This design comes from an exercise in tuning for a short achievable clock period and few clock cycles per item on the open sky130 flow, not from production work.
The RTL was checked by simulation tests, not by an equivalence proof against the original design.
Power figures rest on the tool's default switching activity, not on a simulated workload.

[design/flow/run.sh]
#!/bin/bash
# synth_recipe.tcl (not shown) runs the flow's synth.tcl, then flattens the netlist and writes it again
# the make line also repeats each setting of config.mk as NAME=value (left out here)
make -C /OpenROAD-flow-scripts/flow DESIGN_CONFIG=/design/flow/config.mk WORK_HOME=/design/flow/orfs CLKGATE_MAP_FILE= SYNTH_SCRIPT=/design/flow/synth_recipe.tcl finish
[design/flow/config.mk]
export PLATFORM = sky130hd
export DESIGN_NAME = flashcart
export DESIGN_NICKNAME = flashcart
export VERILOG_FILES = /design/flow/design.v
export SDC_FILE = /design/flow/constraint.sdc
export NUM_CORES = 4
export LEC_CHECK = 0
export CAP_MARGIN = 20
export CORE_MARGIN = 2
export CORE_UTILIZATION = 40
export SLEW_MARGIN = 20
[design/flow/constraint.sdc]
create_clock -name core_clock -period 5.0 [get_ports {clk}]
set_input_delay 1.0000 -clock core_clock [delete_from_list [all_inputs] [get_ports {clk}]]
set_output_delay 1.0000 -clock core_clock [all_outputs]
set_load 0.01 [all_outputs]
[design/flow/design.v]
module flashcart (
    input  wire        clk,
    input  wire        rst,           
    input  wire        req_valid,
    output wire        req_ready,
    input  wire        req_ev,        
    input  wire [2:0]  req_code,      
    input  wire [1:0]  req_win,       
    input  wire        req_we,        
    input  wire [12:0] req_off,
    input  wire [7:0]  req_data,
    input  wire        cfg_fj,        
    input  wire        cfg_bj,
    input  wire        cfg_cp,
    output reg         rsp_valid,
    output reg  [7:0]  rsp_data,
    output reg         rsp_ok,        
    output reg         rsp_fwd,       
    output reg         rsp_map,       
    output reg  [1:0]  rsp_ge,
    output reg  [3:0]  rsp_bank,
    output reg  [3:0]  rsp_flags,     
    output reg         rsp_bsel,      
    output reg         rsp_cpchg,     
    output reg         fl_en,
    output reg         fl_we,
    output reg  [16:0] fl_addr,
    output reg  [7:0]  fl_wdata,
    input  wire [7:0]  fl_rdata,
    output reg         ram_en,
    output reg         ram_we,
    output reg  [14:0] ram_addr,
    output reg  [7:0]  ram_wdata,
    input  wire [7:0]  ram_rdata
);
    localparam [1:0] W_IO1 = 2'd0, W_IO2 = 2'd1, W_ROMH = 2'd3;
    localparam [2:0] EV_ATTACH = 3'd0, EV_RESET = 3'd1, EV_FREEZE = 3'd2,
                     EV_FREEZE_BUTTON = 3'd3, EV_FREEZE_ALLOWED = 3'd4,
                     EV_DETACH = 3'd5;
    localparam [1:0] L_DETACHED = 2'd0, L_NORMAL = 2'd1, L_FROZEN = 2'd2;
    localparam [3:0] F_READ = 4'd0, F_UNLOCK1 = 4'd1, F_UNLOCK2 = 4'd2,
                     F_AUTOSELECT = 4'd3, F_PROGRAM = 4'd4,
                     F_PROGRAM_ERROR = 4'd5, F_ERASE_SETUP = 4'd6,
                     F_ERASE_UNLOCK1 = 4'd7, F_ERASE_UNLOCK2 = 4'd8;
    localparam [3:0] FL_WRITE = 4'b0001, FL_READONLY = 4'b0010,
                     FL_RELEASE = 4'b0100, FL_EXPORT = 4'b1000;
    localparam [2:0] S_IDLE = 3'd0, S_EXEC = 3'd1, S_RDWAIT = 3'd2,
                     S_PGM = 3'd3, S_ERASE = 3'd4;
    reg        fj, bj, cp_dev;
    reg [1:0]  life;
    reg        active;
    reg [3:0]  bank;
    reg        allow_bank, no_freeze, reu_mapping;
    reg        write_once_locked, clockport_enabled, export_ram;
    reg [1:0]  ge;
    reg [3:0]  fstate;
    reg [7:0]  fpd;
    reg        ftoggle;
    reg [2:0]  st;
    reg        q_ev, q_we, q_fj, q_bj, q_cp;
    reg [2:0]  q_code;
    reg [1:0]  q_win;
    reg [12:0] q_off;
    reg [7:0]  q_data;
    reg        rd_ram;         
    reg        rd_ok;          
    reg [16:0] pg_addr;        
    reg [16:0] er_addr;        
    reg [16:0] er_last;        
    assign req_ready = (st == S_IDLE);
    wire        attached = (life != L_DETACHED);
    wire [16:0] pbo      = bj ? 17'h00000 : 17'h10000;
    wire [1:0]  dflt_ge  = fj ? 2'b10 : 2'b00;
    wire [7:0]  status = {bank[2], reu_mapping, bank[3], bank[1:0], 1'b0,
                          allow_bank, fj};
    wire [2:0]  v_bank = {q_data[7], q_data[4], q_data[3]};
    wire [1:0]  ctrl_ge = (fj && q_data[0]) ? 2'b00 : q_data[1:0];
    wire [7:0]  o8 = q_off[7:0];
    wire [12:0] io_page_off = (q_win == W_IO1) ? (13'h1E00 + {5'd0, o8})
                                               : (13'h1F00 + {5'd0, o8});
    wire [12:0] bank_off = (q_win[1]) ? q_off : io_page_off;
    wire [16:0] fl_a     = pbo + {bank, 13'd0} + {4'd0, bank_off};
    wire [14:0] ram_a_rom = {bank[1:0], 13'd0} + {2'd0, q_off};
    wire [14:0] ram_a_io  = {2'd0, io_page_off} +
                            (allow_bank ? {bank[1:0], 13'd0} : 15'd0);
    wire [14:0] ram_a     = q_win[1] ? ram_a_rom : ram_a_io;
    wire is_reg     = (q_win == W_IO1) && (o8 == 8'h00 || o8 == 8'h01);
    wire engaged    = (q_win == W_IO1) && attached && clockport_enabled &&
                      cp_dev && (o8 >= 8'h02) && (o8 <= 8'h0F);
    wire serviced   = ((q_win == W_IO1) && attached && active && reu_mapping) ||
                      ((q_win == W_IO2) && attached && active && !reu_mapping);
    wire is_rom     = q_win[1] && attached;
    wire mem_access = !is_reg && !engaged && (serviced || is_rom);
    wire mem_read   = mem_access && !q_we;
    wire mem_write  = mem_access && q_we && (q_win != W_ROMH);
    wire ram_write   = mem_write && export_ram;
    wire flash_store = mem_write && !export_ram && fj;
    wire [14:0] am  = fl_a[14:0];
    wire        u1  = (am == 15'h5555);
    wire        u2  = (am == 15'h2AAA);
    wire        dAA = (q_data == 8'hAA);
    wire        d55 = (q_data == 8'h55);
    wire        dF0 = (q_data == 8'hF0);
    reg  [3:0]  f_next;         
    reg         f_chip_erase;
    reg         f_sector_erase;
    always @(*) begin
        f_next         = fstate;
        f_chip_erase   = 1'b0;
        f_sector_erase = 1'b0;
        case (fstate)
            F_READ:
                if (u1 && dAA)            f_next = F_UNLOCK1;
                else                      f_next = F_READ;
            F_UNLOCK1:
                if (u2 && d55)            f_next = F_UNLOCK2;
                else                      f_next = F_READ;
            F_UNLOCK2:
                if (u1 && q_data == 8'h90)      f_next = F_AUTOSELECT;
                else if (u1 && q_data == 8'hA0) f_next = F_PROGRAM;
                else if (u1 && q_data == 8'h80) f_next = F_ERASE_SETUP;
                else                            f_next = F_READ;
            F_AUTOSELECT:
                if (u1 && dAA)            f_next = F_UNLOCK1;
                else if (dF0)             f_next = F_READ;
                else                      f_next = F_AUTOSELECT;
            F_PROGRAM_ERROR:
                if (dF0)                  f_next = F_READ;
                else                      f_next = F_PROGRAM_ERROR;
            F_ERASE_SETUP:
                if (u1 && dAA)            f_next = F_ERASE_UNLOCK1;
                else                      f_next = F_READ;
            F_ERASE_UNLOCK1:
                if (u2 && d55)            f_next = F_ERASE_UNLOCK2;
                else                      f_next = F_READ;
            F_ERASE_UNLOCK2: begin
                f_next = F_READ;
                if (u1 && q_data == 8'h10)  f_chip_erase   = 1'b1;
                else if (q_data == 8'h30)   f_sector_erase = 1'b1;
            end
            default:                      f_next = F_READ;
        endcase
    end
    wire        rd_ident  = (fstate == F_AUTOSELECT) && (fl_a[7:0] <= 8'h02);
    wire [7:0]  ident     = (fl_a[7:0] == 8'h00) ? 8'h01 :
                            (fl_a[7:0] == 8'h01) ? 8'h20 : 8'h00;
    wire        rd_status = (fstate == F_PROGRAM_ERROR);
    wire [7:0]  fstatus   = {~fpd[7], ftoggle, 1'b1, 5'd0};
    always @(*) begin
        fl_en     = 1'b0;
        fl_we     = 1'b0;
        fl_addr   = fl_a;
        fl_wdata  = 8'hFF;
        ram_en    = 1'b0;
        ram_we    = 1'b0;
        ram_addr  = ram_a;
        ram_wdata = q_data;
        case (st)
            S_EXEC: if (!q_ev) begin
                if (mem_read) begin
                    if (export_ram)
                        ram_en = 1'b1;
                    else if (!rd_ident && !rd_status)
                        fl_en = 1'b1;
                end
                if (ram_write) begin
                    ram_en = 1'b1;
                    ram_we = 1'b1;
                end
                if (flash_store && fstate == F_PROGRAM)
                    fl_en = 1'b1;
            end
            S_PGM: begin
                fl_en    = 1'b1;
                fl_we    = 1'b1;
                fl_addr  = pg_addr;
                fl_wdata = fl_rdata & q_data;
            end
            S_ERASE: begin
                fl_en    = 1'b1;
                fl_we    = 1'b1;
                fl_addr  = er_addr;
                fl_wdata = 8'hFF;
            end
            default: ;
        endcase
    end
    always @(posedge clk) begin
        if (rst) begin
            st                <= S_IDLE;
            rsp_valid         <= 1'b0;
            life              <= L_DETACHED;
            fj                <= 1'b0;
            bj                <= 1'b0;
            cp_dev            <= 1'b0;
            active            <= 1'b0;
            bank              <= 4'd0;
            allow_bank        <= 1'b0;
            no_freeze         <= 1'b0;
            reu_mapping       <= 1'b0;
            write_once_locked <= 1'b0;
            clockport_enabled <= 1'b0;
            export_ram        <= 1'b0;
            ge                <= 2'b00;
            fstate            <= F_READ;
            fpd               <= 8'd0;
            ftoggle           <= 1'b0;
        end else begin
            rsp_valid <= 1'b0;
            case (st)
            S_IDLE: if (req_valid) begin
                q_ev   <= req_ev;
                q_code <= req_code;
                q_win  <= req_win;
                q_we   <= req_we;
                q_off  <= req_off;
                q_data <= req_data;
                q_fj   <= cfg_fj;
                q_bj   <= cfg_bj;
                q_cp   <= cfg_cp;
                st     <= S_EXEC;
            end
            S_EXEC: begin
                rsp_data  <= 8'h00;
                rsp_ok    <= 1'b0;
                rsp_fwd   <= 1'b0;
                rsp_map   <= 1'b0;
                rsp_ge    <= 2'b00;
                rsp_bank  <= 4'd0;
                rsp_flags <= 4'd0;
                rsp_bsel  <= 1'b0;
                rsp_cpchg <= 1'b0;
                if (q_ev) begin
                    case (q_code)
                    EV_ATTACH: if (!attached) begin
                        fj                <= q_fj;
                        bj                <= q_bj;
                        cp_dev            <= q_cp;
                        active            <= 1'b1;
                        clockport_enabled <= 1'b0;
                        write_once_locked <= 1'b0;
                        no_freeze         <= 1'b0;
                        reu_mapping       <= 1'b0;
                        allow_bank        <= 1'b0;
                        bank              <= 4'd0;
                        rsp_map           <= 1'b1;
                        rsp_ge            <= q_fj ? 2'b10 : 2'b00;
                        rsp_bank          <= 4'd0;
                        rsp_flags         <= FL_READONLY;
                        ge                <= q_fj ? 2'b10 : 2'b00;
                        export_ram        <= 1'b0;
                        fstate            <= F_READ;
                        ftoggle           <= 1'b0;
                        fpd               <= 8'd0;
                        life              <= L_NORMAL;
                    end
                    EV_RESET: if (attached) begin
                        active            <= 1'b1;
                        write_once_locked <= 1'b0;
                        rsp_map           <= 1'b1;
                        rsp_ge            <= dflt_ge;
                        rsp_bank          <= bank;
                        rsp_flags         <= FL_READONLY;
                        ge                <= dflt_ge;
                        export_ram        <= 1'b0;
                        fstate            <= F_READ;
                        ftoggle           <= 1'b0;
                        fpd               <= 8'd0;
                        life              <= L_NORMAL;
                    end
                    EV_FREEZE, EV_FREEZE_BUTTON:
                        if (attached && !fj &&
                            (q_code == EV_FREEZE || !no_freeze)) begin
                            active     <= 1'b1;
                            rsp_map    <= 1'b1;
                            rsp_ge     <= 2'b11;
                            rsp_bank   <= 4'd0;
                            rsp_flags  <= FL_READONLY | FL_EXPORT;
                            ge         <= 2'b11;
                            export_ram <= 1'b1;
                            life       <= L_FROZEN;
                        end
                    EV_FREEZE_ALLOWED:
                        rsp_data <= {7'd0, !attached || !no_freeze};
                    EV_DETACH:
                        life <= L_DETACHED;
                    default: ;
                    endcase
                    begin rsp_valid <= 1'b1; st <= S_IDLE; end
                end else if (is_reg) begin
                    if (attached && active) begin
                        if (!q_we) begin
                            rsp_data <= status;
                            rsp_ok   <= 1'b1;
                        end else if (o8 == 8'h00) begin
                            bank       <= {1'b0, v_bank};
                            rsp_map    <= 1'b1;
                            rsp_ge     <= ctrl_ge;
                            rsp_bank   <= {1'b0, v_bank};
                            rsp_flags  <= FL_WRITE |
                                          (q_data[6] ? FL_RELEASE : 4'd0) |
                                          (q_data[5] ? FL_EXPORT  : 4'd0);
                            ge         <= ctrl_ge;
                            export_ram <= q_data[5];
                            if (q_data[6] && life == L_FROZEN)
                                life <= L_NORMAL;
                            if (q_data[2])
                                active <= 1'b0;
                        end else if (fj) begin
                            bank        <= {bj & ~q_data[5], v_bank};
                            allow_bank  <= q_data[1];
                            no_freeze   <= q_data[2];
                            reu_mapping <= 1'b0;
                            rsp_bsel    <= 1'b1;
                            rsp_bank    <= {bj & ~q_data[5], v_bank};
                        end else if (!write_once_locked) begin
                            bank              <= {1'b0, v_bank};
                            allow_bank        <= q_data[1];
                            no_freeze         <= q_data[2];
                            reu_mapping       <= q_data[6];
                            clockport_enabled <= q_data[0];
                            rsp_cpchg         <= (clockport_enabled != q_data[0]);
                            write_once_locked <= 1'b1;
                        end
                    end
                    begin rsp_valid <= 1'b1; st <= S_IDLE; end
                end else if (engaged) begin
                    rsp_fwd <= 1'b1;
                    begin rsp_valid <= 1'b1; st <= S_IDLE; end
                end else if (mem_read) begin
                    rd_ok  <= !q_win[1];
                    rd_ram <= export_ram;
                    if (export_ram) begin
                        st <= S_RDWAIT;
                    end else if (rd_ident) begin
                        rsp_data <= ident;
                        rsp_ok   <= !q_win[1];
                        begin rsp_valid <= 1'b1; st <= S_IDLE; end
                    end else if (rd_status) begin
                        rsp_data <= fstatus;
                        rsp_ok   <= !q_win[1];
                        ftoggle  <= ~ftoggle;
                        begin rsp_valid <= 1'b1; st <= S_IDLE; end
                    end else begin
                        st <= S_RDWAIT;
                    end
                end else if (flash_store) begin
                    if (fstate == F_PROGRAM) begin
                        pg_addr <= fl_a;
                        st      <= S_PGM;
                    end else if (f_chip_erase) begin
                        er_addr <= 17'h00000;
                        er_last <= 17'h1FFFF;
                        st      <= S_ERASE;
                    end else if (f_sector_erase) begin
                        er_addr <= fl_a & 17'h1C000;
                        er_last <= (fl_a & 17'h1C000) + 17'h03FFF;
                        st      <= S_ERASE;
                    end else begin
                        fstate <= f_next;
                        begin rsp_valid <= 1'b1; st <= S_IDLE; end
                    end
                end else begin
                    begin rsp_valid <= 1'b1; st <= S_IDLE; end
                end
            end
            S_RDWAIT: begin
                rsp_data <= rd_ram ? ram_rdata : fl_rdata;
                rsp_ok   <= rd_ok;
                begin rsp_valid <= 1'b1; st <= S_IDLE; end
            end
            S_PGM: begin
                if ((fl_rdata & q_data) == q_data) begin
                    fstate <= F_READ;
                end else begin
                    fpd     <= q_data;
                    ftoggle <= 1'b0;
                    fstate  <= F_PROGRAM_ERROR;
                end
                begin rsp_valid <= 1'b1; st <= S_IDLE; end
            end
            S_ERASE: begin
                if (er_addr == er_last) begin
                    fstate <= F_READ;
                    begin rsp_valid <= 1'b1; st <= S_IDLE; end
                end else begin
                    er_addr <= er_addr + 17'd1;
                end
            end
            default: st <= S_IDLE;
            endcase
        end
    end
endmodule
==> results.py <==
metrics = {
    "clocking": {
        "cts_hold_buffers": 0,
        "cts-resized-gates": 0,
        "cts_tree": "yes",
        "htreeDepth": 4,
        "insertion_delay_ns": 0.42,
        "cts_sinks": 119,
        "cts.root.buffer_cell": "clkbuf_16",
        "post_cts_buffers": 0,
        "clkTransAtPathRegs_ns": 0.06,
        "ctsLongestPathBuffers": 2,
        "numCtsBuffers": 17,
    },
    "sta": {
        "hold_viol": 0,
        "skew_ns": 0.00852,
        "tns_ns": 0,
        "fin_crit_sh": 0.863,
        "setup_viol": 0,
        "worst_pin_slew_ns": 0.959,
        "finalCriticalPeriod_ns": 4.31,
        "max_clock_freq_mhz": 232,
        "slew_violations": 0,
        "max_slew_margin": 0.361,
        "rsz0062_at_grt": "false",
    },
    "cells_and_area": {
        "syn_to_final_growth_pct": 31.4,
        "nets": 786,
        "postLayoutCoreUtil": 0.534,
        "stdcell_count": 964,
        "drive_gt1_frac": 0.0949,
        "fin_area_um2": 8380,
        "num_antenna_cells": 0,
    },
    "grt": {
        "antenna_found_initial": 0,
        "grt_max_degree": 32,
        "grt_first_pass_wirelength_um": 30300,
        "grt_overflow_total": 0,
        "grt.total_usage": 0.240,
        "grt_pass1_vias": 5375,
    },
    "routing": {
        "drtAntennaViolNets": 0,
        "drc": 0,
        "dr_wl_met2_um": 8780,
        "routed_via_density": 5.74,
        "first_pass_iters": 7,
        "wl_met3_um": 1620,
        "vias": 5538,
        "totalWireLength_um": 20000,
        "wl_met1_um": 9150,
        "routed.top_layer": "met4",
        "wl_per_cell_um": 20.7,
        "drt_iter0_drc": 557,
    },
    "pwr": {
        "pwr-share-comb": 0.063,
        "p_leak_uw": 0.00291,
        "intPower_uw": 2050,
        "p_total_uw": 2600,
        "switchingPower_uw": 555,
        "peakVddDrop_uv": 212,
        "sw_frac_of_total": 0.213,
        "powerDensity_nw_per_um2": 310,
        "p_clk_frac": 0.510,
        "p_seq_frac": 0.427,
    },
    "floorplan": {
        "die_h_um": 130,
        "num_io_pins": 127,
        "dieWidth_um": 130,
        "initial_core_util": 0.406,
        "core_area_um2": 15700,
        "die-area_um2": 17000,
        "rows": 46,
    },
    "placement": {
        "place_inst": 932,
        "io_buffers": 126,
        "hpwl_um": 14900,
        "gp_congestion": 0.912,
        "dpl_cell_area_um2": 7750,
    },
    "outcome": {
        "outcome": "complete, no violations",
    },
    "critical_path": {
        "setup.worst_path.class": "register to output pin",
        "crit_path_end_kind": "output pin",
        "reg2reg_from": "q_win[1]",
        "r2r-end": "er_last[16]",
        "critPathMaxFanout": 14,
        "rrSetupSlack_ns": 2.09,
        "reg2regPathDepth": 6,
        "start_kind": "register",
        "cp.arrival_ns": 3.31,
        "required_ns": 4.00,
    },
    "yosys": {
        "synth_cell_types": 77,
        "async_flop_share": 0,
        "synth_warnings": 1,
        "synthesis.area_um2": 6380,
        "synth_seq_cells": 119,
        "avgSynthCellArea_um2": 10.2,
        "syn_nets": 677,
        "ys_seq_area_frac": 0.519,
        "synthCells": 626,
        "ys.flop_type": "edfxtp_1",
        "synth_edf_count": 93,
    },
    "min_path": {
        "hold_class": "register to register",
        "whs_path_depth": 2,
        "hold_end": "fpd[7]",
        "min-delay-start": "fpd[7]",
    },
    "flow_run": {
        "max_cap_violations": 0,
    },
}
## critical path, stage by stage (launching register included)
cell	delay, ns
edfxtp_1	0.74
or2_2	0.32
a211oi_4	0.09
nor4_1	0.65
a22oi_1	0.13
o21ai_0	0.34
clkdlybuf4s50_1	0.61
## cell families (layout without fill, tap and decap cells)
kind of cell / Yosys count / after routing / share of synthesized area
compound gates: 130 / 130 / 0.146
simple gates: 280 / 280 / 0.235
fa+ha+maj: 1 / 1 / 0.00196
buf+inv: 61 / 183 / 0.0469
flops: 119 / 119 / 0.519
mux: 16 / 16 / 0.0251
xor+xnor: 19 / 19 / 0.0261
## synthesized netlist by cell type, types with 8 or more instances
cell type	count	area [µm²]
nor3_1	20	100
nand2b_1	10	62.6
a22oi_1	17	128
edfxtp_1	93	2790
nor4_1	11	68.8
buf_4	16	120
o22ai_1	9	56.3
mux2i_1	16	160
nor2_1	48	180
dfxtp_1	26	521
a21oi_1	27	135
o21ai_0	20	100
inv_1	17	63.8
nand3_1	16	80.1
xor2_1	11	96.3
or2_2	9	56.3
xnor2_1	8	70.1
clkbuf_1	23	86.3
nor2b_1	9	56.3
nand2_1	91	342
## worst max-delay path by stage
stage	start	endpoint	slack, ns	depth (start not counted)
after global placement	q_win[1]	fl_en	1.28	6
final	q_win[1]	fl_en	0.69	6
after global routing	q_win[1]	fl_en	0.57	6
after floorplan	q_off[1]	pg_addr[0]	1.92	5
after detailed placement	q_win[1]	fl_en	1.23	6
after CTS	q_win[1]	fl_en	0.71	6
## flip-flops by register name, summed over array words and instances (netlist names), 3 cells and up
name,count
q_code,3
er_last,3
q_off,13
rsp_bank,4
fstate,4
rsp_flags,4
q_data,8
pg_addr,17
rsp_data,8
er_addr,17
bank,4
st,3
## through the flow
| step | hold slack (ns) | setup WS [ns] |
|---|---|---|
| 2_1_floorplan | 0.406 | 1.92 |
| 3_3_place_gp | 0.446 | 1.28 |
| 3_5_place_dp | 0.449 | 1.23 |
| 4_1_cts | 0.458 | 0.711 |
| 5_1_grt | 0.476 | 0.568 |
| 6_report | 0.458 | 0.687 |
## power by group through the flow
stage                     registers, µW  logic [µW]  clock network [µW]
final                              1110         163                1330
after global routing               1110         175                1390
after CTS                          1110         163                1350
after global placement             1130         162                   0
after floorplan                    1120        75.5                   0
after detailed placement           1130         162                   0
## placed cells by master (no fill, tap or decap), types with 6 or more instances in the layout
| master | n |
|---|---|
| a21oi_1 | 27 |
| a22oi_1 | 17 |
| and3_1 | 7 |
| buf_4 | 8 |
| clkbuf_16 | 17 |
| clkdlybuf4s50_1 | 126 |
| dfxtp_1 | 26 |
| edfxtp_1 | 93 |
| inv_1 | 17 |
| mux2i_1 | 16 |
| nand2_1 | 91 |
| nand2b_1 | 10 |
| nand3_1 | 16 |
| nand4_1 | 7 |
| nand4b_1 | 7 |
| nor2_1 | 47 |
| nor2b_1 | 9 |
| nor3_1 | 19 |
| nor4_1 | 11 |
| o21a_1 | 6 |
| o21ai_0 | 20 |
| o22ai_1 | 9 |
| or2_2 | 9 |
| or3_1 | 6 |
| xnor2_1 | 8 |
| xor2_1 | 11 |
## metal layers
metal  GRT usage  vias up
li1            -     2548
met1       0.340     2690
met2       0.356      267
met3      0.0586       33
met4      0.0917        0
met5           0        -
## cell type report
| type | instances | area, µm² |
|---|---|---|
| fillers | 1394 | 7330 |
| flip-flops and latches | 119 | 3310 |
| multi-input cells | 446 | 2780 |
| repair buffers | 134 | 1320 |
| clock buffers | 19 | 433 |
| well taps | 216 | 270 |
| clock inverters | 13 | 203 |
| inverters | 17 | 63.8 |
Testbench counts, summed over its fixed seeds: cycles 54,173, items 20,047.

==> separate check: timing with driven ports <==
In the flow no input, the clock included, has a driving cell. The finished layout below was timed again as built, in two steps. Step 1, drivers: a clkbuf_16 drives clk and a buf_2 each remaining input, both assumed. Step 2 also shifts input and output timing later by t, the mid clock arrival at the registers, as if the neighbouring blocks saw the same clock. Three values: ideal ports, drivers, drivers and shift; two values: the first two.
t, ns: 0.457
setup slack, ns: 0.687 / 0.642 / 1.099
worst slew at a driven data input, ns: 0.04
After both steps this run still meets setup and hold. For this run, drivers alone change the setup slack by -0.045 ns; drivers and shift together by +0.412 ns.
